Background: an optimization exercise with open tools, aiming at a short achievable clock period and few clock cycles. Do not read the settings as production practice.
The RTL was checked by simulation tests, not by an equivalence proof against the original design.
Power is estimated from default activity; no workload was simulated.

### config.mk
export PLATFORM = sky130hd
export DESIGN_NAME = beebc_core
export DESIGN_NICKNAME = beebc_core
export VERILOG_FILES = /design/flow/design.v
export SDC_FILE = /design/flow/constraint.sdc
export NUM_CORES = 4
export LEC_CHECK = 0
export CAP_MARGIN = 20
export CORE_MARGIN = 2
export CORE_UTILIZATION = 50
export SETUP_SLACK_MARGIN = 2.4
export SLEW_MARGIN = 20
export TNS_END_PERCENT = 100
### constraint.sdc
create_clock -name core_clock -period 5.0 [get_ports {clk}]
set_input_delay 1.0000 -clock core_clock [delete_from_list [all_inputs] [get_ports {clk}]]
set_output_delay 1.0000 -clock core_clock [all_outputs]
set_load 0.01 [all_outputs]
### design.v
module beebc_decoder (
    input  wire [3:0] opcode,
    output wire       is_lda,
    output wire       is_alu,    
    output wire       is_sub,
    output wire       is_sta,
    output wire       is_ldi,
    output wire       is_jmp,
    output wire       is_jc,
    output wire       is_jz,
    output wire       is_out,
    output wire       is_hlt
);
    assign is_lda = (opcode == 4'd1);
    assign is_alu = (opcode == 4'd2) | (opcode == 4'd3);
    assign is_sub = (opcode == 4'd3);
    assign is_sta = (opcode == 4'd4);
    assign is_ldi = (opcode == 4'd5);
    assign is_jmp = (opcode == 4'd6);
    assign is_jc  = (opcode == 4'd7);
    assign is_jz  = (opcode == 4'd8);
    assign is_out = (opcode == 4'd14);
    assign is_hlt = (opcode == 4'd15);
endmodule
module beebc_core (
    input  wire       clk,
    input  wire       rst,         
    output wire [3:0] mem_addr,
    input  wire [7:0] mem_rdata,
    output wire [7:0] mem_wdata,
    output wire       mem_we,
    output wire [7:0] out,
    output wire       out_strobe,
    output wire       halted
);
    reg  [7:0] xir;
    reg        xv;          
    reg  [7:0] bop;         
    reg        bv;          
    reg x_lda, x_alu, x_sub, x_sta, x_ldi, x_out, x_hlt;    
    reg  [7:0] fir;
    reg [15:0] f_oh;        
    reg        fv;          
    reg  [3:0] fpc;
    reg  [3:0] fpc1;        
    reg  [3:0] fpc2;        
    reg [15:0] fpc1_oh;     
    reg        pend;        
    reg        pkind;       
    reg  [7:0] firb;
    reg [15:0] fb_oh;
    reg        fbv;
    reg  [3:0] fpcb;
    reg  [3:0] fpcb1;
    reg  [3:0] fpcb2;
    reg [15:0] fpcb1_oh;
    reg  [7:0] a;
    reg  [7:0] alu;
    reg  [7:0] out_r;
    reg        cf;
    reg        zf;
    reg        halted_r;    
    reg        halted_o;    
    reg        out_valid;   
    reg  [7:0] mc [0:15];
    reg [15:0] mv;
    reg  [3:0] pa;          
    reg        pwe;         
    reg        p_opnd;      
    reg        p_fill;      
    function [15:0] dec16;
        input [3:0] v;
        dec16 = 16'h0001 << v;
    endfunction
    function [15:0] rotl;
        input [15:0] v;
        rotl = {v[14:0], v[15]};
    endfunction
    function [15:0] rotr;
        input [15:0] v;
        rotr = {v[0], v[15:1]};
    endfunction
    function [7:0] sel8;
        input [15:0] oh;
        integer k;
        begin
            sel8 = 8'h00;
            for (k = 0; k < 16; k = k + 1)
                sel8 = sel8 | (mc[k] & {8{oh[k]}});
        end
    endfunction
    wire run = ~halted_r;
    wire rd  = ~pwe;
    wire [3:0] xn = xir[3:0];
    wire x_exec  = run & xv & ~((x_lda | x_alu) & ~bv) & ~(x_hlt & out_valid);
    wire advance = run & (~xv | x_exec);    
    wire x_flags = x_exec & x_alu;          
    wire [7:0] sum, dif;
    wire       s_co, d_co;
    beebc_add8 u_add (.x(a), .y(bop),  .ci(1'b0), .s(sum), .co(s_co));
    beebc_add8 u_sub (.x(a), .y(~bop), .ci(1'b1), .s(dif), .co(d_co));
    wire       ovf   = x_sub ? ~d_co : s_co;    
    wire [7:0] r     = x_sub ? dif : sum;
    wire       z_new = x_sub ? (a == bop) : ((a == 8'h00) & (bop == 8'h00));
    wire [7:0] alu_next = ovf ? alu : r;
    wire [7:0] a_ld  = (x_exec & x_lda) ? bop : ((x_exec & x_ldi) ? {4'h0, xn} : a);
    wire [7:0] a_nr  = x_flags ? r : a_ld;
    wire [7:0] a_nx  = (x_flags & ovf) ? alu : a_nr;
    wire  [3:0] jn     = fir[3:0];
    wire        jv     = fv & ~pend;
    wire f_lda, f_alu, f_sub, f_sta, f_ldi, f_jmp, f_jc, f_jz, f_out, f_hlt;
    beebc_decoder u_dj (
        .opcode (fir[7:4]),
        .is_lda (f_lda), .is_alu (f_alu), .is_sub (f_sub), .is_sta (f_sta),
        .is_ldi (f_ldi), .is_jmp (f_jmp), .is_jc  (f_jc),  .is_jz  (f_jz),
        .is_out (f_out), .is_hlt (f_hlt)
    );
    wire j_pend  = x_flags & (f_jc | f_jz);
    wire j_taken = f_jmp | (~x_flags & ((f_jc & cf) | (f_jz & zf)));
    wire [15:0] rd_oh = dec16(mem_rdata[3:0]);
    wire        m1_w  = pwe & (xn == jn);
    wire        m1_r  = rd  & (pa == jn);
    wire        m1_v  = |(mv & f_oh);
    wire  [7:0] m1    = sel8(f_oh & mv) | (mem_rdata & {8{m1_r}});
    wire [15:0] m1_oh = dec16(m1[3:0]);
    wire        m1ok  = ~m1_w & (m1_v | m1_r);
    wire        m2_w  = pwe & (xn == fpc1);
    wire        m2_r  = rd  & (pa == fpc1);
    wire        m2_v  = |(mv & fpc1_oh);
    wire  [7:0] m2    = sel8(fpc1_oh & mv) | (mem_rdata & {8{m2_r}});
    wire [15:0] m2_oh = dec16(m2[3:0]);
    wire        m2ok  = ~m2_w & (m2_v | m2_r);
    wire        j_self = f_sta & |(f_oh & fpc1_oh);
    wire        m2okf  = m2ok & ~j_self;
    wire        psel    = pkind ? zf : cf;
    wire        pr_b    = rd & (pa == fpcb);    
    wire        pr_a    = rd & (pa == fpc);     
    wire        pv      = psel ? (fv | pr_a) : (fbv | pr_b);
    wire  [7:0] pir     = psel ? (fv ? fir : mem_rdata) : (fbv ? firb : mem_rdata);
    wire [15:0] p_oh    = psel ? (fv ? f_oh : rd_oh) : (fbv ? fb_oh : rd_oh);
    wire  [3:0] ppc     = psel ? fpc  : fpcb;
    wire  [3:0] ppc1    = psel ? fpc1 : fpcb1;
    wire  [3:0] ppc2    = psel ? fpc2 : fpcb2;
    wire [15:0] ppc1_oh = psel ? fpc1_oh : fpcb1_oh;
    wire        f_fill  = ~fv & p_fill & ~pend;
    wire b_lda, b_alu, b_sub, b_sta, b_ldi, b_jmp, b_jc, b_jz, b_out, b_hlt;
    beebc_decoder u_db (
        .opcode (mem_rdata[7:4]),
        .is_lda (b_lda), .is_alu (b_alu), .is_sub (b_sub), .is_sta (b_sta),
        .is_ldi (b_ldi), .is_jmp (b_jmp), .is_jc  (b_jc),  .is_jz  (b_jz),
        .is_out (b_out), .is_hlt (b_hlt)
    );
    wire        byp    = advance & f_fill;
    wire  [3:0] b_n    = mem_rdata[3:0];
    wire        b_self = (b_n == fpc);              
    wire        b_bv   = |(mv & rd_oh) | b_self;
    wire  [7:0] b_op   = sel8(rd_oh & mv) | (mem_rdata & {8{b_self}});
    wire        b_ld   = b_lda | b_alu;
    wire        b_pend = x_flags & (b_jc | b_jz);
    wire        b_use  = b_jmp | (x_flags ? (b_jc | b_jz) : ((b_jc & cf) | (b_jz & zf)));
    wire  [3:0] b_fpc  = b_use ? b_n : fpc1;
    wire        b_fv   = ~b_use & m2_v & ~(b_sta & (b_n == fpc1));
    wire halt_nx = halted_r | halted_o | (x_exec & x_hlt);
    wire outv_nx = x_exec & x_out;
    wire       jd_sta  = f_sta & ~halt_nx;
    wire       f_ld    = f_lda | f_alu;
    wire [3:0] jn1     = jn + 4'd1;
    wire [15:0] fpc2_oh = rotl(fpc1_oh);
    wire [15:0] jn1_oh  = rotl(f_oh);
    wire       hd_sta  = xv & x_sta & ~halt_nx;
    wire       hd_opnd = xv & (x_lda | x_alu) & ~bv & ~p_opnd;
    wire       fv_h    = fv | f_fill;
    wire [3:0] pf_h    = |(mv & fpc1_oh) ? fpc2 : fpc1;
    wire       s_step  = advance & jv;
    wire       s_pick  = advance & pend;
    wire       s_hold  = ~advance & (hd_sta | hd_opnd);
    wire       s_fill  = ~fv_h;
    wire [3:0] c_pa   [0:3];
    wire       c_opnd [0:3];
    wire       c_fill [0:3];
    genvar gi;
    generate
        for (gi = 0; gi < 4; gi = gi + 1) begin : dec
            wire ok1 = gi[0];    
            wire ok2 = gi[1];    
            wire opnd = f_ld & ~ok1;
            reg [3:0] pa_c;
            reg       fill_c;
            always @(*) begin
                fill_c = 1'b0;
                if (s_step) begin
                    if (jd_sta | opnd)
                        pa_c = jn;
                    else if (j_pend)
                        pa_c = ~ok2 ? fpc1 : (~ok1 ? jn : fpc2);
                    else if (j_taken) begin
                        pa_c   = ok1 ? jn1 : jn;
                        fill_c = ~ok1;
                    end else begin
                        pa_c   = ok2 ? fpc2 : fpc1;
                        fill_c = ~ok2;
                    end
                end else if (s_pick) begin
                    pa_c   = pv ? ppc1 : ppc;
                    fill_c = ~pv;
                end else if (byp) begin
                    if (b_sta | (b_ld & ~b_bv))
                        pa_c = b_n;
                    else if (b_pend)
                        pa_c = fpc1;
                    else if (b_fv)
                        pa_c = fpc2;
                    else begin
                        pa_c   = b_fpc;
                        fill_c = 1'b1;
                    end
                end else if (s_hold)
                    pa_c = xn;
                else if (s_fill) begin
                    pa_c   = fpc;
                    fill_c = 1'b1;
                end else
                    pa_c = pf_h;
            end
            assign c_pa[gi]   = pa_c;
            assign c_fill[gi] = fill_c;
            assign c_opnd[gi] = s_step ? opnd : (byp ? (b_ld & ~b_bv) : (s_hold & hd_opnd));
        end
    endgenerate
    wire [1:0] okc     = {m2okf, m1ok};
    wire [3:0] pa_nx   = c_pa[okc];
    wire       fill_nx = c_fill[okc];
    wire       opnd_nx = c_opnd[okc];
    wire       pwe_nx  = s_step ? jd_sta : (byp ? (b_sta & ~halt_nx) : (s_hold & hd_sta));
    wire       jd_opnd = f_ld & ~m1ok;
    wire m1_hlt  = m1ok & (m1[7:4] == 4'hf);
    wire m2_hlt  = m2okf & (m2[7:4] == 4'hf);
    wire fa_hlt  = ~j_pend & (j_taken ? m1_hlt : m2_hlt);
    wire early_a = jv & ~((f_lda | f_alu) & ~m1ok) & ~f_sta & ~f_out & fa_hlt;
    wire fh_hlt  = ~pend & fv & f_hlt;
    wire early_h = xv & ~((x_lda | x_alu) & ~bv & ~p_opnd) & ~x_sta & ~x_out & fh_hlt;
    always @(posedge clk) begin
        if (rst) begin
            mv <= 16'h0000;
        end else if (run) begin
            if (pwe) begin
                mc[pa]    <= a;
            end else begin
                mc[pa]    <= mem_rdata;
            end
            mv[pa] <= 1'b1;
        end
    end
    wire        use_a   = j_taken | j_pend;      
    wire  [7:0] fir_nx  = use_a ? m1 : m2;
    wire [15:0] f_oh_nx = use_a ? m1_oh : m2_oh;
    reg   [7:0] fload;
    always @(*) begin
        if (byp)                fload = m2;
        else if (advance & jv)  fload = fir_nx;
        else if (advance & pend) fload = pir;
        else                     fload = mem_rdata;
    end
    wire f_load = (advance & (jv | pend)) | f_fill;
    always @(posedge clk) begin
        if (rst) begin
            xv       <= 1'b0;
            fv       <= 1'b0;
            pend     <= 1'b0;
            fpc      <= 4'h0;
            fpc1     <= 4'h1;
            fpc2     <= 4'h2;
            fpc1_oh  <= 16'h0002;
            a        <= 8'h00;
            alu      <= 8'h00;
            out_r    <= 8'h00;
            cf       <= 1'b0;
            zf       <= 1'b0;
            halted_r <= 1'b0;
            halted_o <= 1'b0;
            out_valid <= 1'b0;
            pa       <= 4'h0;
            pwe      <= 1'b0;
            p_opnd   <= 1'b0;
            p_fill   <= 1'b1;
        end else begin
            out_valid <= outv_nx;
            begin
                pa     <= pa_nx;
                pwe    <= pwe_nx;
                p_opnd <= opnd_nx;
                p_fill <= fill_nx;
                if (f_load) begin
                    fir   <= fload;
                end
                if (byp) begin
                    xir   <= mem_rdata;
                    xv    <= 1'b1;
                    x_lda <= b_lda;
                    x_alu <= b_alu;
                    x_sub <= b_sub;
                    x_sta <= b_sta;
                    x_ldi <= b_ldi;
                    x_out <= b_out;
                    x_hlt <= b_hlt;
                    bv    <= b_bv;
                    fv    <= b_fv;
                    f_oh  <= m2_oh;
                    fbv   <= 1'b0;
                    pend  <= b_pend;
                    pkind <= b_jz;
                    fpc     <= b_fpc;
                    fpc1    <= b_use ? b_n + 4'd1 : fpc2;
                    fpc2    <= b_use ? b_n + 4'd2 : fpc2 + 4'd1;
                    fpc1_oh <= b_use ? rotl(rd_oh) : fpc2_oh;
                    fpcb     <= fpc1;
                    fpcb1    <= fpc2;
                    fpcb2    <= fpc2 + 4'd1;
                    fpcb1_oh <= fpc2_oh;
                    halted_o <= halt_nx | (b_hlt & ~outv_nx);
                end else if (advance) begin
                    xir   <= fir;
                    xv    <= jv;
                    x_lda <= f_lda;
                    x_alu <= f_alu;
                    x_sub <= f_sub;
                    x_sta <= f_sta;
                    x_ldi <= f_ldi;
                    x_out <= f_out;
                    x_hlt <= f_hlt;
                    bv    <= m1ok;
                    if (jv) begin
                        f_oh <= f_oh_nx;
                        fv   <= use_a ? m1ok : m2okf;
                        pend <= j_pend;
                        pkind <= f_jz;
                        if (use_a) begin
                            fpc     <= jn;
                            fpc1    <= jn1;
                            fpc2    <= jn + 4'd2;
                            fpc1_oh <= jn1_oh;
                        end else begin
                            fpc     <= fpc1;
                            fpc1    <= fpc2;
                            fpc2    <= fpc2 + 4'd1;
                            fpc1_oh <= fpc2_oh;
                        end
                        firb     <= m2;
                        fb_oh    <= m2_oh;
                        fbv      <= m2okf;
                        fpcb     <= fpc1;
                        fpcb1    <= fpc2;
                        fpcb2    <= fpc2 + 4'd1;
                        fpcb1_oh <= fpc2_oh;
                    end else if (pend) begin
                        f_oh    <= p_oh;
                        fv      <= pv;
                        pend    <= 1'b0;
                        fpc     <= ppc;
                        fpc1    <= ppc1;
                        fpc2    <= ppc2;
                        fpc1_oh <= ppc1_oh;
                    end
                    halted_o <= halt_nx | (((jv & f_hlt) | early_a) & ~outv_nx);
                end else begin
                    if (p_opnd) begin
                        bv  <= 1'b1;
                    end
                    if (f_fill) begin
                        f_oh <= rd_oh;
                        fv   <= 1'b1;
                    end
                    halted_o <= halt_nx | (((xv & x_hlt) | early_h) & ~outv_nx);
                end
            end
            a <= a_nx;
            bop <= byp ? b_op : (advance ? m1 : mem_rdata);
            if (x_flags) begin
                alu <= alu_next;
                cf  <= ovf;
                zf  <= z_new;
            end
            if (x_exec) begin
                if (x_out) out_r <= a;
                if (x_hlt) halted_r <= 1'b1;
            end
            if (halted_o) halted_r <= 1'b1;
        end
    end
    assign mem_addr   = pa;
    assign mem_wdata  = a;
    assign mem_we     = pwe;
    assign out        = out_r;
    assign out_strobe = out_valid;
    assign halted     = halted_o;
endmodule
module beebc_add8 (
    input  wire [7:0] x,
    input  wire [7:0] y,
    input  wire       ci,
    output wire [7:0] s,
    output wire       co
);
    wire [7:0] p = x ^ y;
    wire [7:0] g0 = {x[7:1] & y[7:1], (x[0] & y[0]) | (p[0] & ci)};
    wire [7:0] p0 = p;
    wire [7:0] g1, p1, g2, p2, g3;
    genvar i;
    generate
        for (i = 0; i < 8; i = i + 1) begin : l1
            if (i >= 1) begin : a
                assign g1[i] = g0[i] | (p0[i] & g0[i-1]);
                assign p1[i] = p0[i] & p0[i-1];
            end else begin : b
                assign g1[i] = g0[i];
                assign p1[i] = p0[i];
            end
        end
        for (i = 0; i < 8; i = i + 1) begin : l2
            if (i >= 2) begin : a
                assign g2[i] = g1[i] | (p1[i] & g1[i-2]);
                assign p2[i] = p1[i] & p1[i-2];
            end else begin : b
                assign g2[i] = g1[i];
                assign p2[i] = p1[i];
            end
        end
        for (i = 0; i < 8; i = i + 1) begin : l3
            if (i >= 4) begin : a
                assign g3[i] = g2[i] | (p2[i] & g2[i-4]);
            end else begin : b
                assign g3[i] = g2[i];
            end
        end
    endgenerate
    wire [7:0] c = {g3[6:0], ci};
    assign s  = p ^ c;
    assign co = g3[7];
endmodule
### run.sh
#!/bin/bash
# synth_recipe.tcl (not shown) runs the flow's synth.tcl, then flattens the netlist and writes it again
# the make line also repeats each setting of config.mk as NAME=value (left out here)
make -C /OpenROAD-flow-scripts/flow DESIGN_CONFIG=/design/flow/config.mk WORK_HOME=/design/flow/orfs CLKGATE_MAP_FILE= SYNTH_SCRIPT=/design/flow/synth_recipe.tcl finish
==> results of run 1 <==
[worst paths after layout]
kind                                from       end  slack (ns)  cells past startpoint
worst min-delay path            out_r[0]  out_r[0]        0.46                      2
worst min register to register  out_r[0]  out_r[0]        0.46                      2
worst max-delay path             f_oh[4]     pa[2]        2.26                     11
worst max register to register   f_oh[4]     pa[2]        2.26                     11
[layer usage]
| metal | routed length [um] | share of wire, % |
|---|---|---|
| met1 | 30800 | 37 |
| met2 | 35600 | 42 |
| met3 | 10900 | 13 |
| met4 | 6400 | 7.6 |
| met5 | 58 | 0.069 |
[state kept, by name, summed over array words and instances (netlist names), 4 cells and up]
signal,count
fpcb1,4
mv,16
fir,8
fpcb2,4
alu,8
pa,4
bop,8
f_oh,16
fpc,4
fb_oh,16
xir,4
a,8
mc,128
fpc1_oh,16
fpc1,4
firb,8
fpcb,4
fpcb1_oh,16
out_r,8
fpc2,4
[cell families after synthesis]
| kind of cell | count (synthesis) |
|---|---|
| AND/OR/NAND/NOR | 668 |
| AO/OA/AOI/OAI | 644 |
| flip-flops | 309 |
| buffers and inverters | 213 |
| multiplexers | 48 |
| XOR/XNOR | 47 |
| adder cells (fa/ha/maj) | 34 |
[final cells by class]
class | instances | area share (%)
well taps | 468 | 2.53
multi-input cells | 1448 | 45.8
diodes | 1 | 0.0108
inverters | 43 | 0.761
repair buffers | 217 | 8.54
clock buffers | 47 | 4.51
clock inverters | 19 | 1.09
flip-flops and latches | 309 | 36.8
[synth_stat cells, drive strengths merged, types with 22 or more instances]
library cell	number
a32oi	40
dfxtp	83
a211oi	35
inv	42
xor2	31
and3	24
nand4	60
a21oi	144
buf	22
nor3	46
mux2i	35
nand2	166
a22oi	111
o21ai	90
a22o	25
and2	51
nand3	95
ha	32
clkbuf	148
a221oi	32
nor2	136
a31oi	32
edfxtp	226
[through the flow]
| stage | area, sq um | instances |
|---|---|---|
| final | 23200 | 2552 |
| after detailed placement | 19300 | 2338 |
| after floorplan | 18900 | 1963 |
| after global routing | 23200 | 2551 |
| after global placement | 19300 | 2338 |
| after CTS | 22200 | 2501 |
[timing repair]
action                     CTS  global route
buffers inserted            92            46
pin swaps                   52            64
resized for setup          266           150
gates cloned                 5             4
setup endpoints to repair  209           145
[critical path: stages (launching register included)]
cell and delay [ns]:
edfxtp_1 0.47, a22o_1 0.27, a221oi_2 0.18, nand4_1 0.41, a221oi_2 0.38, buf_6 0.20
buf_4 0.12, buf_6 0.09, mux2i_1 0.17, nand2_1 0.09, o2111ai_2 0.10, a22oi_1 0.11
[power groups by stage]
| stage | Combinational [mW] | Clock (mW) | Sequential, mW |
|---|---|---|---|
| floorplan | 4.08 | 0 | 3.92 |
| global placement | 5.62 | 0 | 4.54 |
| detailed placement | 5.66 | 0 | 4.53 |
| CTS | 6.81 | 2.92 | 4.39 |
| global route | 8.18 | 3.02 | 4.48 |
| finish | 7.81 | 2.91 | 4.45 |
==> out/metrics.csv, run 1 <==
stage;metric;value;unit
run_status;outcome;finished clean;
global_route;met2_usage;63.2;%
drt;drc;0;
setup_path;startpoint_type;register;
global_route;antenna_found_initial;0;
drt;wl;83800;um
synth;synthSimpleGateAreaFrac;18.2;%
synth;synth.ff_latch_count;309;
final_layout;final_cell_mix;edfxtp_1, nand2_1, buf_4;
setup_path;cp_max_fo;7;
clock_tree;path_clk_slew;0.06;ns
global_route;grt_use_total;42.5;%
final_layout;multi_input_area;10600;sq um
setup_path;cp_data_required_time;5.44;ns
synth;yosys.area.top_type_share;36.8;%
drt;final_antenna_net_count;0;
clock_tree;cts_sinks;309;
final_layout;area_growth;25.6;%
final_layout;nets;2099;
clock_tree;worstSkewPairLatency;0.58;ns
synth;synthDistinctLibCells;85;
synth;synthMuxAreaShare;2.75;%
global_route;grt_max_degree;56;
clock_tree;cts_tree;yes;
sta;clock.fmax;365;MHz
clock_tree;clockBufferDepth;3;
floorplan;die_area;38500;sq um
sta;worst_slack;2.26;ns
final_layout;drive_gt1_share;26.1;%
sta;period_needed;2.74;ns
drt;num_vias;18900;
clock_tree;cts_buffers;36;
global_route;grt.busiest_layer;met2;
clock_tree;cts-root-buf;clkbuf_16;
synth;synthesis.area;18500;sq um
final_layout;final_util;63.6;%
pwr;p_clk_share;19.2;%
clock_tree;htree_levels;2;
pwr;irDropWorstVdd;395;uV
sta;skew;0.0220;ns
synth;syn-num-nets;2007;
synth;synth_async_sr_flop_share;0;%
global_route;grt_pass1_wl;120000;um
drt;wl_per_cell;32.8;um
drt;drtPass1Iterations;7;
sta;holdWs;0.459;ns
final_layout;layout_commonest_cell;edfxtp_1;
pwr;combPwrFrac;51.5;%
floorplan;fp.coreArea;36400;sq um
clock_tree;cts.hold.buffers_added;0;
hold_path;hp-class;register to register;
drt;via_per_inst;7.40;
sta;slew_viol_final;0;
flow_run;cap_viol_max_count;0;
sta;setup_tns;0;ns
synth;synth_area_leaders;edfxtp_1, dfxtp_1, a22oi_1, a21oi_1, nand2_1;
pwr;power;15.2;mW
pwr;seqPwrFrac;29.3;%
setup_path;cp.arrival;3.18;ns
synth;synth_compound_area_share;24.1;%
global_route;grt-ovfl-total;0;
sta;hold_viol;0;
setup_path;worstSetupEndpointType;register;
synth;yosysWarnings;1;
final_layout;nFillCells;2924;
floorplan;row_count;70;
floorplan;ios;33;
synth;yosysSeqAreaShare;45.8;%
placed_design;dp_hpwl;53200;um
sta;relSlewSlack;19.7;%
synth;synth_edf_count;226;
synth;synth_cells;1963;
sta;rsz0062_at_grt;yes;
synth;synth_xor_area_share;2.23;%
synth;synthAdderAreaFrac;2.39;%
sta;worst_pin_slew;1.20;ns
placed_design;pre_cts_slack;0.828;ns
synth;synth_area_per_cell;9.40;sq um
synth;synth_area_leader_cell;edfxtp_1;
global_route;first_global_vias;17500;
pwr;p_leak;8.27;nW
drt;drtIter0Drc;3114;
global_route;gr-usage-met3;12.3;%
synth;synth-main-ff-cell;edfxtp_1;
floorplan;fp.dieH;196;um
sta;setup_viol;0;
placed_design;port_buffers;32;
placed_design;gp_congestion;1.04;
pwr;power.density;655;nW/um^2
synth;synth_top_family_by_area;compound AO/OA/AOI/OAI gates;
pwr;p_sw;6.90;mW
sta;final.period_utilization;54.8;%
global_route;grt_use_met1;55.1;%
floorplan;die_x;196;um
floorplan;start_util;50.6;%
pwr;p_int;8.28;mW
final_layout;register_area;8520;sq um
setup_path;worst-setup-path-type;register to register;
pwr;switching_share;45.4;%
Testbench counts, summed over its fixed seeds: cycles 26,560.
==> run 2: changes to the inputs <==
--- a/config.mk
+++ b/config.mk
@@ -7,7 +7,7 @@
 export LEC_CHECK = 0
 export CAP_MARGIN = 20
 export CORE_MARGIN = 2
-export CORE_UTILIZATION = 50
+export CORE_UTILIZATION = 60
 export SETUP_SLACK_MARGIN = 2.4
 export SLEW_MARGIN = 20
 export TNS_END_PERCENT = 100
==> run 2 against run 1 <==
Compared with the run above:
- via count rose by 6.3%
- combinational power is 2% lower
- clock skew decreased by 0.0012 ns
- global-route usage is 7.1 points higher
- still clean
- cell count fell by 2.5%
- synthesized area did not move
- utilization increased by 12 points
- clock power decreased by 8.9%
- highest routed layer unchanged
- wire length rose by 1.2%
==> out/metrics.csv, run 2 <==
stage;metric;value;unit
run_status;outcome;finished clean;
flow_run;cap_viol_max_count;0;
drt;drtIter0Drc;4144;
sta;clock.fmax;345;MHz
setup_path;crit_top_cell;buf_6;
hold_path;hold_start;out_r[2];
drt;drc;0;
placed_design;gp_congestion;1.03;
drt;num_vias;20100;
setup_path;cpMaxStageDelayCell;edfxtp_1;
synth;yosysSeqAreaShare;45.8;%
global_route;antenna_found_initial;1;
clock_tree;cts_tree;yes;
floorplan;row_count;64;
final_layout;multi_input_area;10500;sq um
global_route;grt_pass1_wl;116000;um
final_layout;register_area;8520;sq um
clock_tree;cts-root-buf;clkbuf_16;
pwr;irDropWorstVdd;446;uV
synth;synth_cells;1963;
synth;synthesis.area;18500;sq um
synth;synth_xor_area_share;2.23;%
sta;worst_pin_slew;1.14;ns
setup_path;slowest_delay;0.58;ns
sta;slew_viol_final;0;
final_layout;area_growth;24.5;%
synth;yosysWarnings;1;
drt;via_per_inst;8.06;
setup_path;cp_max_fo;8;
synth;synth_common_cells;edfxtp_1, nand2_1, clkbuf_1, a21oi_1, nor2_1;
floorplan;start_util;60.6;%
synth;synth_edf_count;226;
synth;syn-num-nets;2007;
synth;synth_compound_area_share;24.1;%
synth;synth_async_sr_flop_share;0;%
synth;synthSimpleGateAreaFrac;18.2;%
synth;synth_area_leader_cell;edfxtp_1;
sta;skew;0.0209;ns
sta;period_needed;2.90;ns
final_layout;largest_register_ffs;128;
hold_path;hp-class;register to register;
synth;synth.ff_latch_count;309;
clock_tree;cts_buffers;35;
floorplan;fp.coreArea;30400;sq um
clock_tree;cts.hold.buffers_added;0;
pwr;power.density;649;nW/um^2
clock_tree;path_clk_slew;0.06;ns
setup_path;cp_cell_sequence;buf_6 > a221oi_4 > nand4_1 > a221oi_2 > buf_6 > buf_4 > a22oi_1 > a211oi_1 > a2111oi_2;
setup_path;cp.arrival;3.26;ns
setup_path;r2r_end;pa[3];
global_route;grt_use_total;49.7;%
synth;synth-main-ff-cell;edfxtp_1;
setup_path;r2r-start;f_oh[12];
drt;final_antenna_net_count;0;
setup_path;cp_top_family;compound AO/OA/AOI/OAI gates;
setup_path;cp_num_buf_inv;3;
placed_design;port_buffers;32;
final_layout;nets;2112;
global_route;grt_max_degree;69;
synth;synthDistinctLibCells;85;
sta;hold_viol;0;
global_route;first_global_vias;17900;
drt;drtPass1Iterations;15;
floorplan;die_x;179;um
synth;synthAdderAreaFrac;2.39;%
sta;setup_viol;0;
pwr;p_leak;8.21;nW
clock_tree;htree_levels;2;
drt;wl_per_cell;34.1;um
clock_tree;cts_sinks;309;
pwr;power;14.9;mW
sta;setup_tns;0;ns
drt;wl;84800;um
setup_path;cp_data_required_time;5.36;ns
sta;relSlewSlack;23.6;%
setup_path;worstRegToRegCells;9;
final_layout;layout_commonest_cell;edfxtp_1;
sta;final.period_utilization;57.9;%
setup_path;r2r_slack;2.10;ns
clock_tree;worstSkewPairLatency;0.53;ns
hold_path;hold_path_depth;2;
clock_tree;clockBufferDepth;3;
final_layout;largest-register;mc;
floorplan;ios;33;
synth;synthMuxAreaShare;2.75;%
synth;synthMostInstantiatedCell;edfxtp_1;
setup_path;worst-setup-path-type;register to register;
synth;synth_top_family_by_area;compound AO/OA/AOI/OAI gates;
floorplan;die_area;32200;sq um
final_layout;final_cell_mix;edfxtp_1, buf_4, nand2_1;
placed_design;dp_hpwl;50700;um
setup_path;worstSetupEndpointType;register;
synth;yosys.area.top_type_share;36.8;%
global_route;grt-ovfl-total;0;
synth;synth_area_leaders;edfxtp_1, dfxtp_1, a22oi_1, a21oi_1, nand2_1;
hold_path;min_to;out_r[2];
setup_path;startpoint_type;register;
final_layout;insertedDiodeCount;0;
floorplan;fp.dieH;179;um
final_layout;nFillCells;2004;
final_layout;drive_gt1_share;25.9;%
synth;synth_area_per_cell;9.40;sq um
sta;rsz0062_at_grt;yes;
## run 2: area by class of cell
type / instances / share of cell area [%]
clock inverters: 13 / 0.419
well taps: 396 / 2.16
multi-input cells: 1449 / 45.9
clock buffers: 49 / 4.68
inverters: 43 / 0.800
flip-flops and latches: 309 / 37.1
repair buffers: 230 / 9.01
## run 2: layer usage
layer  vias to the layer above  part of all wire [%]  global-route usage [%]
met4                         8                   9.3                    30.4
met5                         -                  0.20                       0
met1                      9326                    33                    62.4
met2                      2170                    42                    73.7
met3                       724                    16                    17.3
li1                       7828                     -                       -
## run 2: power breakdown
part / switching, mW / internal (mW) / total, mW / leakage [nW]
clock: 1.09 / 1.56 / 2.65 / 0.577
sequential: 1.00 / 3.57 / 4.57 / 2.81
combinational: 4.85 / 2.84 / 7.69 / 4.82
total: 6.94 / 7.97 / 14.9 / 8.21
## run 2: what timing repair did
item,in CTS,in global routing
setup buffers,96,59
resized for setup,264,146
setup endpoints to repair,227,154
gates cloned,7,4
pin swaps,66,63
## run 2: cells by family after synthesis
kind of cell / count (synthesis)
AND/OR/NAND/NOR: 668
AO/OA/AOI/OAI: 644
flip-flops: 309
buffers and inverters: 213
multiplexers: 48
XOR/XNOR: 47
adder cells (fa/ha/maj): 34
## run 2: worst reg2reg max path: stages (launching register included)
cell	delay, ns
edfxtp_1	0.58
buf_6	0.21
a221oi_4	0.22
nand4_1	0.41
a221oi_2	0.39
buf_6	0.18
buf_4	0.15
a22oi_1	0.09
a211oi_1	0.42
a2111oi_2	0.09
## run 2: stage by stage
stage,area [sq um],hold WS [ns],util (%),cells,setup slack [ns]
2_1_floorplan,18900,0.406,-,1963,1.83
3_3_place_gp,19200,0.441,63.0,2260,0.765
3_5_place_dp,19200,0.448,63.0,2261,0.714
4_1_cts,21900,0.455,72.0,2426,2.26
5_1_grt,23000,0.489,75.5,2489,2.10
6_report,23000,0.457,75.5,2489,2.10
## run 2: worst max path at each step
| stage | startpoint | depth (start not counted) | to |
|---|---|---|---|
| floorplan | mem_rdata[1] | 12 | pa[3] |
| global placement | mem_rdata[0] | 12 | pa[3] |
| detailed placement | mem_rdata[0] | 12 | pa[3] |
| CTS | mem_rdata[0] | 12 | pa[3] |
| global route | halted_r | 8 | pa[3] |
| finish | f_oh[12] | 9 | pa[3] |
==> run 3: changes to the inputs <==
--- a/design.v
+++ b/design.v
@@ -153,7 +153,7 @@
     wire        byp    = advance & f_fill;
     wire  [3:0] b_n    = mem_rdata[3:0];
     wire        b_self = (b_n == fpc);              
-    wire        b_bv   = |(mv & rd_oh) | b_self;
+    wire        b_bv   = mv[b_n] | b_self;
     wire  [7:0] b_op   = sel8(rd_oh & mv) | (mem_rdata & {8{b_self}});
     wire        b_ld   = b_lda | b_alu;
     wire        b_pend = x_flags & (b_jc | b_jz);
--- a/config.mk
+++ b/config.mk
@@ -7,7 +7,7 @@
 export LEC_CHECK = 0
 export CAP_MARGIN = 20
 export CORE_MARGIN = 2
-export CORE_UTILIZATION = 60
+export CORE_UTILIZATION = 40
 export SETUP_SLACK_MARGIN = 2.4
 export SLEW_MARGIN = 20
 export TNS_END_PERCENT = 100
==> run 3 against run 2 <==
Compared with the run above:
- synthesized area rose by 2.1%
- clock skew rose by 0.013 ns
- final area rose by 5.7%
- critical path depth did not move
- sequential power fell by 8.3%
- setup slack improved by 0.14 ns
- cell count rose by 13%
- flip-flop and latch count did not move
- synthesized cell count rose by 2.6%
- sequential share of layout area fell by 2.0 points
- first-iteration DRC count fell by 17%
- critical path type unchanged
- largest cell class unchanged
==> out/metrics.csv, run 3 <==
stage;metric;value;unit
final_layout;area_growth;29.0;%
final_layout;final_util;52.2;%
pwr;p_leak;8.61;nW
pwr;power.density;674;nW/um^2
clock_tree;cts_buffers;37;
setup_path;worst-setup-path-type;register to register;
global_route;grt_pass1_wl;133000;um
drt;drtPass1Iterations;10;
floorplan;ios;33;
clock_tree;clockBufferDepth;3;
setup_path;cp_max_fo;5;
synth;synthMostInstantiatedCell;edfxtp_1;
clock_tree;cts_sinks;309;
drt;via_per_inst;7.21;
final_layout;largest-register;mc;
hold_path;hold_path_depth;2;
placed_design;port_buffers;32;
final_layout;nFillCells;4143;
drt;num_vias;20200;
final_layout;nets;2214;
synth;synth_cells;2014;
synth;synth.ff_latch_count;309;
synth;synth_common_cells;edfxtp_1, nand3_1, nor2_1, clkbuf_1, nand2_1;
sta;slew_viol_final;0;
synth;yosysSeqAreaShare;44.8;%
sta;hold_viol;0;
floorplan;die_x;221;um
final_layout;drive_gt1_share;27.0;%
global_route;grt-ovfl-total;0;
synth;synth-main-ff-cell;edfxtp_1;
global_route;first_global_vias;18600;
sta;rsz0062_at_grt;yes;
floorplan;fp.coreArea;46600;sq um
floorplan;start_util;40.5;%
synth;yosys.area.top_type_share;36.0;%
drt;wl_per_cell;34.1;um
setup_path;cp_cell_sequence;a22o_1 > a221oi_2 > nand4_1 > a21o_4 > buf_12 > nand4bb_1 > o22ai_2 > a22o_1 > a31o_1;
flow_run;cap_viol_max_count;0;
floorplan;die_area;48900;sq um
placed_design;dp_hpwl;61700;um
setup_path;cp.arrival;3.29;ns
drt;drtIter0Drc;3421;
clock_tree;cts.hold.buffers_added;0;
clock_tree;htree_levels;2;
sta;final.period_utilization;55.2;%
sta;worst_pin_slew;0.965;ns
setup_path;worstSetupEndpointType;register;
clock_tree;cts_tree;yes;
setup_path;crit_top_cell;a22o_1;
global_route;antenna_found_initial;3;
final_layout;layout_commonest_cell;edfxtp_1;
final_layout;register_area;8520;sq um
final_layout;multi_input_area;10600;sq um
drt;wl;95700;um
global_route;grt_use_total;36.9;%
clock_tree;worstSkewPairLatency;0.59;ns
setup_path;cp_data_required_time;5.53;ns
synth;synth_async_sr_flop_share;0;%
sta;clock.fmax;363;MHz
floorplan;row_count;79;
setup_path;startpoint_type;register;
final_layout;design_area;24300;sq um
floorplan;fp.dieH;221;um
sta;setup_tns;0;ns
setup_path;worstRegToRegCells;9;
placed_design;post-place-cells;2549;
setup_path;slowest_delay;0.55;ns
pwr;power;16.4;mW
synth;synth_area_per_cell;9.36;sq um
synth;synthesis.area;18800;sq um
final_layout;final_cell_mix;edfxtp_1, buf_4, nand3_1;
drt;drc;0;
run_status;outcome;finished clean;
sta;period_needed;2.76;ns
clock_tree;cts-root-buf;clkbuf_16;
synth;synthDistinctLibCells;91;
synth;synth_area_leader_cell;edfxtp_1;
sta;holdWs;0.455;ns
drt;final_antenna_net_count;0;
final_layout;largest_register_ffs;128;
placed_design;pre_cts_slack;0.994;ns
synth;synth_edf_count;226;
sta;worst_slack;2.24;ns
pwr;irDropWorstVdd;561;uV
global_route;grt_max_degree;71;
placed_design;gp_congestion;0.985;
clock_tree;path_clk_slew;0.06;ns
final_layout;stdcell_count;2807;
hold_path;hp-class;register to register;
synth;yosysWarnings;1;
sta;relSlewSlack;35.2;%
synth;synth_area_leaders;edfxtp_1, dfxtp_1, nand3_1, a21oi_1, nor2_1;
synth;syn-num-nets;2058;
sta;setup_viol;0;
placed_design;dpl-instance-area;20000;sq um
sta;skew;0.0342;ns
setup_path;cpMaxStageDelayCell;edfxtp_1;
==> run 3: report_power, final <==
part | internal, mW | switching, mW
registers | 3.51 | 0.679
clock network | 1.78 | 1.18
logic | 3.56 | 5.68
==> run 3: cells by family after synthesis <==
group | synth area share, %
buf+inv | 4.94
flops | 44.8
xor+xnor | 2.18
simple gates | 19.7
fa+ha+maj | 2.34
mux | 4.41
compound gates | 21.6
==> run 3: final timing paths <==
check / start / endpoint / slack [ns]
min reg2reg: out_r[1] / out_r[1] / 0.46
max: f_oh[2] / halted_o / 2.24
max reg2reg: f_oh[2] / halted_o / 2.24
min: out_r[1] / out_r[1] / 0.46
==> run 3: worst max-delay path: cells and delay by family (launching register included) <==
family,cells,cell delay (ns)
flops,1,0.55
simple gates,2,0.57
compound gates,6,1.44
buf+inv,1,0.14
==> run 3: layout make-up <==
class	count	area share [%]
diodes	3	0.0309
clock buffers	50	4.40
clock inverters	16	1.02
inverters	52	0.927
multi-input cells	1473	43.6
flip-flops and latches	309	35.1
well taps	607	3.13
repair buffers	297	11.8
==> run 3: what timing repair did <==
item | in CTS | in global routing
endpoints found under the setup margin | 226 | 161
gates cloned | 6 | 5
setup buffers | 114 | 64
pin swaps | 44 | 67
resized for setup | 265 | 142
==> run 3: metal layers <==
metal,wire length (um),GRT usage [%],vias to the layer above
met5,24,0,-
met4,7850,21.9,4
met3,12700,11.7,547
met2,40100,55.3,1792
met1,35000,46.7,9758
li1,-,-,8138
Testbench counts of run 3, summed over its fixed seeds: cycles 26,560.
==> run 4: changes to the inputs <==
--- a/config.mk
+++ b/config.mk
@@ -7,7 +7,7 @@
 export LEC_CHECK = 0
 export CAP_MARGIN = 20
 export CORE_MARGIN = 2
-export CORE_UTILIZATION = 40
+export CORE_UTILIZATION = 50
 export SETUP_SLACK_MARGIN = 2.4
 export SLEW_MARGIN = 20
 export TNS_END_PERCENT = 100
==> run 4 against run 3 <==
Compared with the run above:
- critical endpoint unchanged
- total power fell by 4.3%
- wire length fell by 4.7%
- sequential power rose by 3%
- highest routed layer unchanged
- register-to-register slack got worse by 0.08 ns
- via count fell by 0.51%
- synthesized cell count did not move
- largest power group unchanged
- still clean
- non-clock buffer count fell by 16
- final area fell by 1.8%
- hold slack got worse by 0.0044 ns
- first-iteration DRC count fell by 1.5%
- setup slack got worse by 0.078 ns
- flip-flop and latch count did not move
==> out/metrics.csv, run 4 <==
stage;metric;value;unit
run_status;outcome;finished clean;
synth;yosysSeqAreaShare;44.8;%
pwr;p_sw;7.30;mW
synth;synth.ff_latch_count;309;
pwr;irDropWorstVdd;462;uV
synth;syn-num-nets;2058;
floorplan;row_count;71;
synth;synth-main-ff-cell;edfxtp_1;
global_route;antenna_found_initial;2;
sta;rsz0062_at_grt;yes;
sta;skew;0.0272;ns
clock_tree;path_clk_slew;0.07;ns
pwr;p_int;8.37;mW
drt;drtIter0Drc;3368;
placed_design;post-place-cells;2440;
floorplan;fp.coreArea;37400;sq um
floorplan;fp.dieH;198;um
clock_tree;cts_sinks;309;
sta;period_needed;2.84;ns
setup_path;startpoint_type;register;
global_route;first_global_vias;18500;
setup_path;worst-setup-path-type;register to register;
pwr;combPwrFrac;55.5;%
setup_path;cp_max_fo;5;
floorplan;die_area;39300;sq um
pwr;power.density;657;nW/um^2
sta;setup_tns;0;ns
sta;hold_viol;0;
synth;synth_cells;2014;
final_layout;nets;2197;
synth;synthesis.area;18800;sq um
setup_path;cp_data_required_time;5.45;ns
final_layout;stdcell_count;2689;
final_layout;largest-register;mc;
hold_path;hp-class;register to register;
global_route;grt-ovfl-total;0;
placed_design;port_buffers;32;
pwr;p_leak;8.42;nW
clock_tree;clockBufferDepth;3;
final_layout;largest_register_ffs;128;
clock_tree;worstSkewPairLatency;0.58;ns
sta;relSlewSlack;20.8;%
clock_tree;htree_levels;2;
synth;synth_area_leaders;edfxtp_1, dfxtp_1, nand3_1, a21oi_1, nor2_1;
drt;wl;91200;um
global_route;grt_max_degree;47;
clock_tree;cts-root-buf;clkbuf_16;
sta;setup_viol;0;
drt;wl_per_cell;33.9;um
pwr;switching_share;46.6;%
synth;synth_async_sr_flop_share;0;%
global_route;grt_pass1_wl;127000;um
drt;num_vias;20100;
floorplan;ios;33;
sta;worst_pin_slew;1.18;ns
synth;yosys.area.top_type_share;36.0;%
synth;synthDistinctLibCells;91;
synth;synth_edf_count;226;
drt;drc;0;
global_route;grt_use_total;44.8;%
drt;drtPass1Iterations;11;
clock_tree;cts_buffers;36;
setup_path;cp.arrival;3.29;ns
sta;slew_viol_final;0;
synth;synth_area_per_cell;9.36;sq um
pwr;seqPwrFrac;27.7;%
pwr;p_clk_share;16.8;%
floorplan;die_x;198;um
placed_design;dp_hpwl;57500;um
final_layout;nFillCells;2976;
drt;final_antenna_net_count;0;
synth;synth_common_cells;edfxtp_1, nand3_1, nor2_1, clkbuf_1, nand2_1;
placed_design;gp_congestion;1.03;
sta;final.period_utilization;56.7;%
setup_path;worstSetupEndpointType;register;
final_layout;area_growth;26.6;%
sta;clock.fmax;353;MHz
drt;via_per_inst;7.49;
final_layout;final_cell_mix;edfxtp_1, nand3_1, buf_4;
final_layout;drive_gt1_share;26.5;%
synth;synth_area_leader_cell;edfxtp_1;
synth;synthMostInstantiatedCell;edfxtp_1;
synth;yosysWarnings;1;
floorplan;start_util;50.4;%
final_layout;layout_commonest_cell;edfxtp_1;
flow_run;cap_viol_max_count;0;
clock_tree;cts_tree;yes;
[run 4: layout make-up]
type / count / area [sq um] / area share (%)
multi-input cells: 1473 / 10700 / 44.8
flip-flops and latches: 309 / 8520 / 35.7
repair buffers: 281 / 2640 / 11.1
clock buffers: 52 / 1030 / 4.30
well taps: 511 / 639 / 2.68
inverters: 52 / 231 / 0.970
clock inverters: 10 / 104 / 0.435
diodes: 1 / 2.50 / 0.0105
[run 4: worst paths after layout]
path / cells past startpoint / from / slack (ns) / end
max: 10 / f_oh[2] / 2.16 / halted_o
min: 2 / out_r[0] / 0.45 / out_r[0]
max reg2reg: 10 / f_oh[2] / 2.16 / halted_o
min reg2reg: 2 / out_r[0] / 0.45 / out_r[0]
[run 4: per-layer routing]
| layer | wire length [um] | vias to the layer above | GRT usage, % |
|---|---|---|---|
| met2 | 37700 | 1825 | 66.0 |
| met1 | 32200 | 9571 | 55.5 |
| met4 | 8570 | 2 | 29.1 |
| li1 | - | 8111 | - |
| met3 | 12700 | 627 | 16.1 |
| met5 | 13 | - | 0 |
[run 4: power groups by stage]
stage                     registers, mW  logic (mW)  clock network (mW)
final                              4.33        8.71                2.63
after global routing               4.34        8.99                2.74
after CTS                          4.26        7.36                2.63
after detailed placement           4.67        5.84                   0
after global placement             4.67        5.80                   0
after floorplan                    3.81        4.24                   0
[run 4: cell families (layout without fill, tap and decap cells)]
group / after synthesis / after routing / synth area share [%]
AND/OR/NAND/NOR: 738 / 740 / 19.7
adder cells (fa/ha/maj): 34 / 34 / 2.34
multiplexers: 74 / 74 / 4.41
buffers and inverters: 236 / 395 / 4.94
XOR/XNOR: 47 / 47 / 2.18
other: 0 / 1 / 0
flip-flops: 309 / 309 / 44.8
AO/OA/AOI/OAI: 576 / 578 / 21.6
[run 4: metrics by stage]
stage	area (sq um)	utilization, %	setup slack [ns]	power, mW	hold WS (ns)
6_report	23900	63.8	2.16	15.7	0.451
3_5_place_dp	19800	52.8	0.958	10.5	0.447
4_1_cts	22500	60.2	2.28	14.3	0.455
5_1_grt	23900	63.8	2.13	16.1	0.476
3_3_place_gp	19800	52.8	1.01	10.5	0.441
2_1_floorplan	19100	-	2.08	8.05	0.406
[run 4: repair_timing]
action | in CTS | in global routing
resized for setup | 244 | 154
setup endpoints to repair | 180 | 166
endpoints found under the hold margin | 0 | 0
hold buffers | 0 | 0
gates cloned | 6 | 3
setup buffers | 105 | 72
pin swaps | 45 | 81
[run 4: critical path: stages, from the launching register on]
cell	delay, ns
edfxtp_1	0.55
buf_4	0.21
buf_4	0.16
nand3_1	0.08
nand4_1	0.10
nor4_2	0.65
nand2_1	0.24
nand4_1	0.18
o22ai_2	0.11
a22o_1	0.21
a31o_1	0.21
==> run 5: changes to the inputs <==
--- a/design.v
+++ b/design.v
@@ -153,7 +153,7 @@
     wire        byp    = advance & f_fill;
     wire  [3:0] b_n    = mem_rdata[3:0];
     wire        b_self = (b_n == fpc);              
-    wire        b_bv   = mv[b_n] | b_self;
+    wire        b_bv   = |(mv & rd_oh) | b_self;
     wire  [7:0] b_op   = sel8(rd_oh & mv) | (mem_rdata & {8{b_self}});
     wire        b_ld   = b_lda | b_alu;
     wire        b_pend = x_flags & (b_jc | b_jz);
--- a/config.mk
+++ b/config.mk
@@ -8,6 +8,6 @@
 export CAP_MARGIN = 20
 export CORE_MARGIN = 2
 export CORE_UTILIZATION = 50
-export SETUP_SLACK_MARGIN = 2.4
+export SETUP_SLACK_MARGIN = 2.6
 export SLEW_MARGIN = 20
 export TNS_END_PERCENT = 100
==> run 5 against run 4 <==
Compared with the run above:
- still clean on timing, DRC and antenna
- synthesized cell count fell by 2.5%
- final area rose by 6.0%
- clock skew fell by 0.0012 ns
- cell count fell by 0.82%
- clock power rose by about 10%
- die area fell by 2.0%
==> out/metrics.csv, run 5 <==
stage;metric;value;unit
pwr;irDropWorstVdd;412;uV
setup_path;worstSetupEndpointType;register;
sta;hold_viol;0;
sta;worst_pin_slew;0.965;ns
setup_path;cp_cell_sequence;nor4b_1 > a32oi_1 > o22ai_2 > nand2b_1 > a21oi_1 > nor3_1 > o21ai_1 > and4_1;
synth;synthMostInstantiatedCell;edfxtp_1;
placed_design;dp_hpwl;52300;um
final_layout;nFillCells;2623;
placed_design;gp_congestion;1.01;
clock_tree;clockBufferDepth;3;
pwr;power;16.8;mW
final_layout;largest-register;mc;
setup_path;startpoint_type;register;
sta;period_needed;2.77;ns
clock_tree;cts_sinks;309;
setup_path;slowest_delay;0.68;ns
drt;drtIter0Drc;3612;
drt;via_per_inst;7.56;
synth;synth_area_leaders;edfxtp_1, dfxtp_1, a22oi_1, a21oi_1, nand2_1;
setup_path;worst-setup-path-type;register to register;
clock_tree;cts-root-buf;clkbuf_16;
setup_path;cpMaxStageDelayCell;nor4b_1;
synth;synthDistinctLibCells;85;
synth;synth_cells;1963;
floorplan;die_x;196;um
floorplan;row_count;70;
floorplan;fp.coreArea;36400;sq um
clock_tree;worstSkewPairLatency;0.58;ns
synth;yosys.area.top_type_share;36.8;%
synth;synth_common_cells;edfxtp_1, nand2_1, clkbuf_1, a21oi_1, nor2_1;
global_route;first_global_vias;18400;
global_route;met2_usage;64.6;%
synth;synth_edf_count;226;
setup_path;cp_num_buf_inv;0;
sta;setup_tns;0;ns
global_route;grt-ovfl-total;0;
drt;num_vias;20200;
synth;synth_async_sr_flop_share;0;%
flow_run;cap_viol_max_count;0;
final_layout;area_growth;37.1;%
clock_tree;htree_levels;2;
global_route;grt.busiest_layer;met2;
clock_tree;path_clk_slew;0.06;ns
sta;worst_slack;2.23;ns
setup_path;cp_max_fo;8;
hold_path;hp-class;register to register;
floorplan;ios;33;
final_layout;layout_commonest_cell;edfxtp_1;
global_route;grt_pass1_wl;124000;um
sta;slew_viol_final;0;
global_route;gr-usage-met3;15.8;%
final_layout;register_area;8540;sq um
clock_tree;cts.hold.buffers_added;0;
setup_path;cp.arrival;3.23;ns
clock_tree;cts_tree;yes;
placed_design;pre_cts_slack;0.718;ns
synth;syn-num-nets;2007;
clock_tree;cts_buffers;36;
final_layout;largest_register_ffs;128;
sta;holdWs;0.454;ns
run_status;outcome;finished clean;
sta;setup_viol;0;
sta;relSlewSlack;35.7;%
drt;wl_per_cell;33.4;um
synth;synth.ff_latch_count;309;
setup_path;cp_data_required_time;5.45;ns
drt;final_antenna_net_count;0;
sta;rsz0062_at_grt;yes;
global_route;grt_use_total;43.9;%
setup_path;cp_top_family;simple AND/OR/NAND/NOR gates;
final_layout;nets;2214;
synth;synthesis.area;18500;sq um
sta;skew;0.0260;ns
synth;synth-main-ff-cell;edfxtp_1;
floorplan;fp.dieH;196;um
pwr;power.density;665;nW/um^2
final_layout;final_cell_mix;edfxtp_1, buf_4, nand2_1;
synth;synth_area_leader_cell;edfxtp_1;
placed_design;port_buffers;32;
sta;final.period_utilization;55.4;%
final_layout;multi_input_area;11500;sq um
drt;drtPass1Iterations;11;
floorplan;start_util;50.6;%
global_route;grt_use_met1;55.2;%
global_route;antenna_found_initial;1;
synth;synth_area_per_cell;9.40;sq um
drt;wl;89200;um
pwr;p_leak;9.25;nW
synth;yosysSeqAreaShare;45.8;%
floorplan;die_area;38500;sq um
drt;drc;0;
synth;yosysWarnings;1;
sta;clock.fmax;361;MHz
final_layout;drive_gt1_share;35.7;%
global_route;grt_max_degree;67;
## run 5: cell types whose count changed in the layout (fill, tap and decap cells not counted), moves of 20 or more
cell             previous run  this run
nand3_1                   188        85
a22oi_1                    50        99
a21oi_2                    10        33
buf_4                     187       207
dlygate4sd2_1               2        22
nand2_1                   106       139
clkdlybuf4s50_1            21         0
mux2i_1                    56        31
o22ai_1                    32         9
buf_6                      33        57
## run 5: area by class of cell
cell class	count	area share [%]
Antenna cell	1	0.00990
Sequential cell	309	33.8
Tap cell	468	2.32
Clock buffer	45	4.03
Clock inverter	21	1.07
Multi-Input combinational cell	1451	45.5
Inverter	43	0.747
Timing Repair Buffer	329	12.6
## run 5: routing by layer
metal  vias to the layer above  wire (um)
met5                         -        100
met4                         4       7750
met3                       662      13700
met2                      1968      36800
met1                      9471      30900
li1                       8063          -
## run 5: report_power, final
part	switching (mW)	internal, mW
combinational	5.67	3.79
sequential	0.890	3.57
clock	1.14	1.76
total	7.70	9.12
## run 5: final timing paths
| kind | cells after the start | startpoint | end | slack, ns |
|---|---|---|---|---|
| setup reg to reg | 8 | fir[4] | pa[1] | 2.23 |
| setup / recovery | 8 | fir[4] | pa[1] | 2.23 |
| hold / removal | 2 | out_r[3] | out_r[3] | 0.45 |
| hold reg to reg | 2 | out_r[3] | out_r[3] | 0.45 |
## run 5: what timing repair did
item	CTS	global route
gates resized for setup	447	256
setup endpoints to repair	296	342
buffers inserted	168	71
pin swaps	123	127
gates cloned	11	4
## run 5: logic make-up after synthesis
kind of cell | Yosys count | synth area share (%)
simple gates | 668 | 18.2
xor+xnor | 47 | 2.23
flops | 309 | 45.8
fa+ha+maj | 34 | 2.39
compound gates | 644 | 24.1
mux | 48 | 2.75
buf+inv | 213 | 4.52
## run 5: metrics by stage
step,std cells,area [sq um],utilization [%]
floorplan,1963,19100,-
global placement,2346,19400,53.4
detailed placement,2346,19400,53.4
CTS,2591,23600,64.8
global route,2666,25300,69.4
finish,2667,25300,69.4
## run 5: tightest hold or removal path, cell delays in order (launching register included)
cell and delay, ns:
dfxtp_1 0.30, nand2_1 0.05, a21oi_1 0.05
Testbench counts of run 5, summed over its fixed seeds: cycles 26,560.
==> run 6: changes to the inputs <==
--- a/design.v
+++ b/design.v
@@ -92,18 +92,19 @@
     wire run = ~halted_r;
     wire rd  = ~pwe;
     wire [3:0] xn = xir[3:0];
-    wire x_exec  = run & xv & ~((x_lda | x_alu) & ~bv) & ~(x_hlt & out_valid);
+    wire x_exec  = run & xv & ~((x_lda | x_alu) & ~bv & ~p_opnd) & ~(x_hlt & out_valid);
+    wire [7:0] b = bv ? bop : mem_rdata;
     wire advance = run & (~xv | x_exec);    
     wire x_flags = x_exec & x_alu;          
     wire [7:0] sum, dif;
     wire       s_co, d_co;
-    beebc_add8 u_add (.x(a), .y(bop),  .ci(1'b0), .s(sum), .co(s_co));
-    beebc_add8 u_sub (.x(a), .y(~bop), .ci(1'b1), .s(dif), .co(d_co));
+    beebc_add8 u_add (.x(a), .y(b),    .ci(1'b0), .s(sum), .co(s_co));
+    beebc_add8 u_sub (.x(a), .y(~b),   .ci(1'b1), .s(dif), .co(d_co));
     wire       ovf   = x_sub ? ~d_co : s_co;    
     wire [7:0] r     = x_sub ? dif : sum;
-    wire       z_new = x_sub ? (a == bop) : ((a == 8'h00) & (bop == 8'h00));
+    wire       z_new = x_sub ? (a == b) : ((a == 8'h00) & (b == 8'h00));
     wire [7:0] alu_next = ovf ? alu : r;
-    wire [7:0] a_ld  = (x_exec & x_lda) ? bop : ((x_exec & x_ldi) ? {4'h0, xn} : a);
+    wire [7:0] a_ld  = (x_exec & x_lda) ? b : ((x_exec & x_ldi) ? {4'h0, xn} : a);
     wire [7:0] a_nr  = x_flags ? r : a_ld;
     wire [7:0] a_nx  = (x_flags & ovf) ? alu : a_nr;
     wire  [3:0] jn     = fir[3:0];
@@ -285,7 +286,7 @@
             p_fill   <= 1'b1;
         end else begin
             out_valid <= outv_nx;
-            begin
+            if (run) begin
                 pa     <= pa_nx;
                 pwe    <= pwe_nx;
                 p_opnd <= opnd_nx;
@@ -303,6 +304,7 @@
                     x_ldi <= b_ldi;
                     x_out <= b_out;
                     x_hlt <= b_hlt;
+                    bop   <= b_op;
                     bv    <= b_bv;
                     fv    <= b_fv;
                     f_oh  <= m2_oh;
@@ -328,6 +330,7 @@
                     x_ldi <= f_ldi;
                     x_out <= f_out;
                     x_hlt <= f_hlt;
+                    bop   <= m1;
                     bv    <= m1ok;
                     if (jv) begin
                         f_oh <= f_oh_nx;
@@ -364,6 +367,7 @@
                     halted_o <= halt_nx | (((jv & f_hlt) | early_a) & ~outv_nx);
                 end else begin
                     if (p_opnd) begin
+                        bop <= mem_rdata;
                         bv  <= 1'b1;
                     end
                     if (f_fill) begin
@@ -374,7 +378,6 @@
                 end
             end
             a <= a_nx;
-            bop <= byp ? b_op : (advance ? m1 : mem_rdata);
             if (x_flags) begin
                 alu <= alu_next;
                 cf  <= ovf;
==> config.mk (replaced) <==
export PLATFORM = sky130hd
export DESIGN_NAME = beebc_core
export DESIGN_NICKNAME = beebc_core
export VERILOG_FILES = /design/flow/design.v
export SDC_FILE = /design/flow/constraint.sdc
export NUM_CORES = 4
export LEC_CHECK = 0
export ABC_CLOCK_PERIOD_IN_PS = 2000
export CAP_MARGIN = 20
export CORE_MARGIN = 2
export CORE_UTILIZATION = 40
export SETUP_SLACK_MARGIN = 3.0
export SLEW_MARGIN = 20
==> run 6 against run 5 <==
Compared with the run above:
- still clean
- register-to-register slack worse by 0.33 ns
- wire length up 33%
- cell count up 20%
- sequential share of layout area down 5.0 points
- non-clock buffer count up 248
- global-route usage down 2.1 points
- flip-flop and latch count unchanged
- clock-buffer cell count up 6
- final area up 18%
- highest routed layer unchanged
==> out/metrics.csv, run 6 <==
stage;metric;value;unit
placed_design;gp_congestion;1.04;
final_layout;drive_gt1_share;45.4;%
final_layout;stdcell_count;3189;
final_layout;largest_register_ffs;128;
synth;synth_area_leaders;edfxtp_1, dfxtp_1, nand3_1, a21oi_1, nand2_1;
sta;holdWs;0.464;ns
synth;synth.ff_latch_count;309;
clock_tree;path_clk_slew;0.06;ns
sta;worst_pin_slew;0.889;ns
clock_tree;cts_sinks;309;
setup_path;worst-setup-path-type;input port to register;
setup_path;cp_data_required_time;5.45;ns
drt;final_antenna_net_count;0;
sta;rsz0062_at_grt;yes;
drt;wl_per_cell;37.1;um
final_layout;layout_commonest_cell;buf_4;
sta;final.period_utilization;62.6;%
drt;wl;118000;um
synth;synth_async_sr_flop_share;0;%
sta;period_needed;3.13;ns
sta;setup_tns;0;ns
clock_tree;clockBufferDepth;3;
drt;drtPass1Iterations;19;
synth;syn-num-nets;2163;
pwr;p_clk_share;12.7;%
final_layout;nets;2597;
floorplan;die_area;49000;sq um
setup_path;cp_max_fo;11;
synth;synthMostInstantiatedCell;edfxtp_1;
setup_path;r2r_end;f_oh[12];
clock_tree;cts.hold.buffers_added;0;
global_route;first_global_vias;20700;
global_route;grt_max_degree;51;
pwr;p_int;11.1;mW
floorplan;die_x;221;um
synth;yosys.area.top_type_share;35.9;%
floorplan;fp.dieH;221;um
pwr;switching_share;47.9;%
pwr;irDropWorstVdd;347;uV
placed_design;dpl-instance-area;20200;sq um
clock_tree;htree_levels;2;
final_layout;nFillCells;3367;
sta;relSlewSlack;40.1;%
setup_path;cp-endpoint;fpc1_oh[4];
sta;skew;0.0226;ns
floorplan;ios;33;
global_route;grt-ovfl-total;0;
final_layout;area_growth;58.2;%
floorplan;start_util;40.5;%
synth;synth_edf_count;226;
pwr;power;21.3;mW
synth;synth_common_cells;edfxtp_1, nand3_1, nand2_1, nor2_1, a21oi_1;
placed_design;dp_hpwl;61400;um
setup_path;worstSetupEndpointType;register;
flow_run;cap_viol_max_count;0;
drt;drtIter0Drc;4905;
synth;yosysWarnings;1;
setup_path;r2r-start;fir[5];
final_layout;largest-register;mc;
placed_design;post-place-cells;2628;
pwr;combPwrFrac;65.9;%
final_layout;design_area;29900;sq um
setup_path;r2r_slack;1.90;ns
setup_path;worstRegToRegCells;10;
placed_design;pre_cts_slack;0.504;ns
setup_path;setup.worst_path.start;mem_rdata[7];
sta;worst_slack;1.87;ns
run_status;outcome;finished clean;
global_route;grt_use_total;41.9;%
final_layout;final_util;64.2;%
synth;synth_area_leader_cell;edfxtp_1;
clock_tree;worstSkewPairLatency;0.61;ns
clock_tree;cts-root-buf;clkbuf_16;
final_layout;final_cell_mix;buf_4, edfxtp_1, nand3_1;
synth;synthesis.area;18900;sq um
synth;yosysSeqAreaShare;44.7;%
pwr;power.density;712;nW/um^2
drt;num_vias;23700;
placed_design;port_buffers;32;
global_route;antenna_found_initial;6;
pwr;p_leak;11.1;nW
pwr;seqPwrFrac;21.4;%
synth;synth_cells;2118;
sta;setup_viol;0;
drt;via_per_inst;7.42;
global_route;grt_pass1_wl;149000;um
clock_tree;cts_buffers;36;
floorplan;fp.coreArea;46700;sq um
sta;clock.fmax;319;MHz
drt;drc;0;
sta;slew_viol_final;0;
floorplan;row_count;79;
clock_tree;cts_tree;yes;
synth;synthDistinctLibCells;85;
sta;hold_viol;0;
setup_path;cp.arrival;3.58;ns
synth;synth_area_per_cell;8.93;sq um
pwr;p_sw;10.2;mW
synth;synth-main-ff-cell;edfxtp_1;
hold_path;hp-class;register to register;
setup_path;startpoint_type;input port;
## run 6: cell types whose count changed after synthesis, sizes merged, moves of 17 or more
cell	previous run	this run
buf	22	39
o21ai	90	110
a22oi	111	89
nand3	95	202
nor2	136	188
and2	51	30
nand2	166	192
## run 6: layer usage
layer	part of all wire (%)	track usage [%]	vias up
met5	0.088	0	-
met4	11	29.3	6
met3	16	14.6	983
met2	40	62.3	2604
met1	33	50.8	11100
li1	-	-	8949
## run 6: power by group through the flow
stage | Clock, mW | Combinational [mW] | Sequential (mW)
after floorplan | 0 | 5.13 | 3.96
after global placement | 0 | 6.67 | 4.93
after detailed placement | 0 | 6.68 | 4.89
after CTS | 2.67 | 10.8 | 4.43
after global routing | 2.80 | 14.2 | 4.56
final | 2.71 | 14.0 | 4.56
## run 6: worst min-delay path by stage
| stage | slack, ns | endpoint | cells past startpoint | start |
|---|---|---|---|---|
| after floorplan | 0.40 | fpcb[1] | 0 | fpc1[1] |
| after global placement | 0.44 | out_r[0] | 2 | out_r[0] |
| after detailed placement | 0.45 | out_r[5] | 2 | out_r[5] |
| after CTS | 0.46 | out_r[5] | 2 | out_r[5] |
| after global routing | 0.48 | out_r[1] | 2 | out_r[1] |
| final | 0.46 | out_r[1] | 2 | out_r[1] |
## run 6: cell families after synthesis
family,count (synthesis),synth area share (%)
fa+ha+maj,35,2.39
flops,309,44.7
mux,47,2.71
xor+xnor,45,2.08
simple gates,827,21.2
compound gates,612,21.8
buf+inv,243,5.17
## run 6: layout make-up
| type | instances | area (sq um) | share of cell area [%] |
|---|---|---|---|
| Clock buffer | 51 | 1030 | 3.44 |
| Antenna cell | 4 | 10.0 | 0.0334 |
| Tap cell | 607 | 759 | 2.54 |
| Clock inverter | 13 | 113 | 0.376 |
| Multi-Input combinational cell | 1576 | 12600 | 41.9 |
| Timing Repair inverter | 1 | 16.3 | 0.0543 |
| Inverter | 51 | 215 | 0.719 |
| Sequential cell | 309 | 8610 | 28.8 |
| Timing Repair Buffer | 577 | 6630 | 22.1 |
## run 6: what timing repair did
action / 4_1_cts / 5_1_grt
setup buffers: 325 / 125
endpoints found under the setup margin: 525 / 487
gates cloned: 24 / 19
endpoints found under the hold margin: 0 / 0
resized for setup: 684 / 336
pin swaps: 169 / 194
## run 6: worst max-delay path: stages
cell             delay [ns]
clkdlybuf4s15_2        0.38
nand2b_4               0.28
or3_4                  0.34
mux2i_4                0.31
or2_4                  0.25
buf_12                 0.15
mux2i_1                0.32
o22ai_1                0.13
a211oi_1               0.28
nor3_1                 0.11
Testbench counts of run 6, summed over its fixed seeds: cycles 26,090.

==> afterwards: timing with drivers on the ports <==
In the flow no input, the clock included, has a driving cell. The finished layouts below were timed again as built, in two steps. Step 1 assumes that a clkbuf_16 drives the clock port and a buf_2 every other input. Step 2 times the ports against the registers' clock, not the clock port: input delays grow and output delays shrink by t, the midpoint of the rising clock arrivals with the driver on. Slacks: no drivers / after step 1 / after step 2; pairs: no drivers / after step 1.
run | shift t [ns] | slack for setup (ns) | worst setup path at the end | slew at the worst register clock pin (ns) | worst slew at a driven data input, ns
run 1 | 0.625 | 2.262 / 2.262 / 1.649 | input to register | 0.07 / 0.07 | 0.06
run 2 | 0.577 | 2.104 / 2.104 / 1.556 | input to register | 0.07 / 0.07 | 0.06
run 3 | 0.633 | 2.241 / 2.241 / 1.627 | input to register | 0.07 / 0.07 | 0.10
run 4 | 0.628 | 2.163 / 2.163 / 1.585 | input to register | 0.07 / 0.07 | 0.09
run 5 | 0.619 | 2.229 / 2.229 / 1.664 | input to register | 0.07 / 0.07 | 0.07
run 6 | 0.657 | 1.869 / 1.903 / 1.250 | input to register | 0.07 / 0.07 | 0.24
After both steps every run listed still meets setup and hold. The setup slack of run 6, which loses most, moves by +0.034 ns with the drivers and by -0.619 ns with both steps.
